This design comes from an exercise in tuning for small area, a short achievable clock period and few clock cycles per item on the open sky130 flow, not from production work.
The RTL was checked by simulation tests, not by an equivalence proof against the original design.

## build 67
## aes_ecb_core
module aes_ecb_core (
  input              clk,
  input              rst,         
  input              key_load,    
  input      [1:0]   key_len,
  input      [255:0] key_in,
  input              blk_start,   
  input              decrypt,     
  input      [127:0] blk_in,
  output             ready,
  output reg         done,        
  output     [127:0] blk_out
);
For scale: roughly 11000 cells after synthesis, ~520 I/O pins, roughly 0.11 mm² of cells after synthesis.
Settings: LEC_CHECK=0, CAP_MARGIN=20, CORE_MARGIN=2, CORE_UTILIZATION=55, CTS_BUF_LIST=sky130_fd_sc_hd__clkbuf_8, CTS_CLUSTER_SIZE=20, PLACE_DENSITY=0.7, SETUP_SLACK_MARGIN=5, SLEW_MARGIN=20, SYNTH_HIERARCHICAL=1; clock period 11.0 ns.
run.sh (not shown) runs the stock make flow with config.mk's settings and CLKGATE_MAP_FILE= SYNTH_SCRIPT=/design/flow/synth_recipe.tcl, a recipe that flattens the netlist after the stock synthesis.
Testbench counts of build 67, summed over its fixed seeds: cycles 16,073, items 1,080.
Here is what was changed in the inputs of build 33 compared with build 67.
Settings: SETUP_SLACK_MARGIN removed (was 5); CORE_UTILIZATION changed from 55 to 40; PLACE_DENSITY changed from 0.7 to 0.55; CTS_CLUSTER_SIZE removed (was 20); CTS_BUF_LIST removed (was sky130_fd_sc_hd__clkbuf_8).
==> flow/flow/run.sh (new file) <==
#!/bin/bash
set -euo pipefail
export SETUP_SLACK_MARGIN=6.0
bash standard.sh > standard_flow.log 2>&1
==> flow/standard.sh (new file) <==
#!/bin/bash
# synth_recipe.tcl (not shown) runs the flow's synth.tcl, then flattens the netlist and writes it again
# the make line also repeats each setting of config.mk as NAME=value (left out here)
make -C /OpenROAD-flow-scripts/flow DESIGN_CONFIG=/design/flow/config.mk WORK_HOME=/design/flow/orfs CLKGATE_MAP_FILE= SYNTH_SCRIPT=/design/flow/synth_recipe.tcl "${@:-finish}"
removed: flow/run.sh
Results
The lower placed cell area came out of build 67. Build 33 reports its capturing instance or port of the critical path as x[69] while build 67 reports ks[0]. Against build 67, maximum frequency in build 33 came out better. The via count reported for build 33 is lower than the one for build 67. Of build 67 and build 33, the lower signal arrival time at the worst endpoint belongs to build 33.
diff inputs: build 33 => build 22
Settings: CTS_BUF_LIST: unset -> sky130_fd_sc_hd__clkbuf_8; CORE_UTILIZATION: 40 -> 55; CTS_CLUSTER_SIZE: unset -> 20; PLACE_DENSITY: 0.55 -> 0.7.
-- flow/flow/run.sh --
<<< build 33, line 3
export SETUP_SLACK_MARGIN=6.0
>>> build 22, line 3
export SETUP_SLACK_MARGIN=7.0
==> results.txt <==
Build 22 ran in full, but the layout does not pass; the checks complain about max-capacitance violations, max-slew violations.
Build 33 finished all stages; the layout is clean.
[compare] base=build 33 new=build 22: sequential share of layout area went down, average wire per cell in the routed design went up, count of clock-buffer cells in the layout went up.
NOTE area used by sequential logic in the layout build 33->build 22 increased slightly
Compared with build 33, build 22 shows global-route usage over all layers higher by 13 points.
Global-route wire length before repair in build 22 is 19 mm above build 33.
Here is what was changed in the inputs of build 36 compared with build 22.
-- flow/flow/run.sh --
<<< build 22, line 3
export SETUP_SLACK_MARGIN=7.0
>>> build 36, line 3
export SETUP_SLACK_MARGIN=6.25
==> results.txt <==
- Build 36: PASS, flow complete, no timing, DRC or antenna violations
- Per the comparison of build 36 with build 22, worst hold slack saw little to no change; final-layout non-clock buffer area share moved down; share of layout cells above drive strength 1 now smaller; wire length on met3 now smaller; wire length after detailed routing lower.
- Diff build 22 -> build 36: flip-flop and latch count shows no meaningful change, number of antenna repair diodes shows an increase of 1, first-pass GRT wire length shows a reduction of about 8%.
- In the reports for build 36 and build 22, the larger total buffers and inverters traversed by the critical path belongs to build 36.


== v21 ==
aes_ecb_core again, from the RTL that the note above started with.
clock: 11.0 ns
lec_check: 0
cap_margin: 20
core_margin: 2
core_utilization: 55
cts_buf_list: sky130_fd_sc_hd__clkbuf_8
cts_cluster_size: 20
place_density: 0.7
slew_margin: 20
synth_hierarchical: 1
standard.sh (not shown) runs the stock make flow with config.mk's settings and CLKGATE_MAP_FILE= SYNTH_SCRIPT=/design/flow/synth_recipe.tcl, a recipe that flattens the netlist after the stock synthesis.
==> flow/flow/run.sh <==
#!/bin/bash
set -euo pipefail
export SETUP_SLACK_MARGIN=6.5
bash standard.sh > standard_flow.log 2>&1
v21: done, clean on timing, DRC and antenna
Testbench counts of v21, summed over its fixed seeds: cycles 16,073, items 1,080.
The inputs of v10 differ from those of v21 as listed below.
==> flow/flow/run.sh <==
#!/bin/bash
set -euo pipefail
export SETUP_SLACK_MARGIN=6.0
bash standard.sh > standard_flow.log 2>&1
==> comparison <==
For the portion of the clock cycle consumed by the worst path in the final layout, v10 came in 4.2 points higher than v21 did.
v10 against v21: global-route wire length before repair down about 2.2%.
v10: flow completed, timing, DRC and antenna clean
Routed wire length | v10 below v21
v21 → v10: tap cell instance count shows no meaningful change, worst setup margin went down.

[port drivers added, routing unchanged]
Ports are ideal in the flow. The routed layouts listed here were re-timed in OpenROAD.
Step 1, drivers: a clkbuf_16 drives clk and a buf_2 each remaining input, both assumed.
Step 2 also shifts input and output timing later by t, the mid clock arrival at the registers, as if the neighbouring blocks saw the same clock.
Slacks: ideal / step 1 / step 2; pairs: ideal / step 1.
| run | t (ns) | setup slack, ns | worst setup path at the end | latest minus earliest clock arrival (ns) | slew at the worst register clock pin (ns) |
|---|---|---|---|---|---|
| build 67 | 1.162 | 5.253 / 5.253 / 5.219 | input to register | 0.119 / 0.119 | 0.07 / 0.07 |
| build 33 | 0.979 | 5.900 / 5.900 / 5.233 | input to register | 0.080 / 0.080 | 0.08 / 0.08 |
| build 22 | 1.153 | 6.124 / 6.124 / 5.845 | input to register | 0.137 / 0.137 | 0.08 / 0.08 |
| build 36 | 1.131 | 6.191 / 6.191 / 5.329 | input to register | 0.130 / 0.131 | 0.08 / 0.08 |
| v21 | 1.162 | 6.312 / 6.312 / 5.537 | input to register | 0.132 / 0.132 | 0.08 / 0.08 |
| v10 | 1.136 | 5.847 / 5.847 / 5.087 | input to register | 0.125 / 0.126 | 0.08 / 0.08 |
For build 36, which loses most, drivers alone change the setup slack by 0.000 ns; drivers and shift together by -0.862 ns.
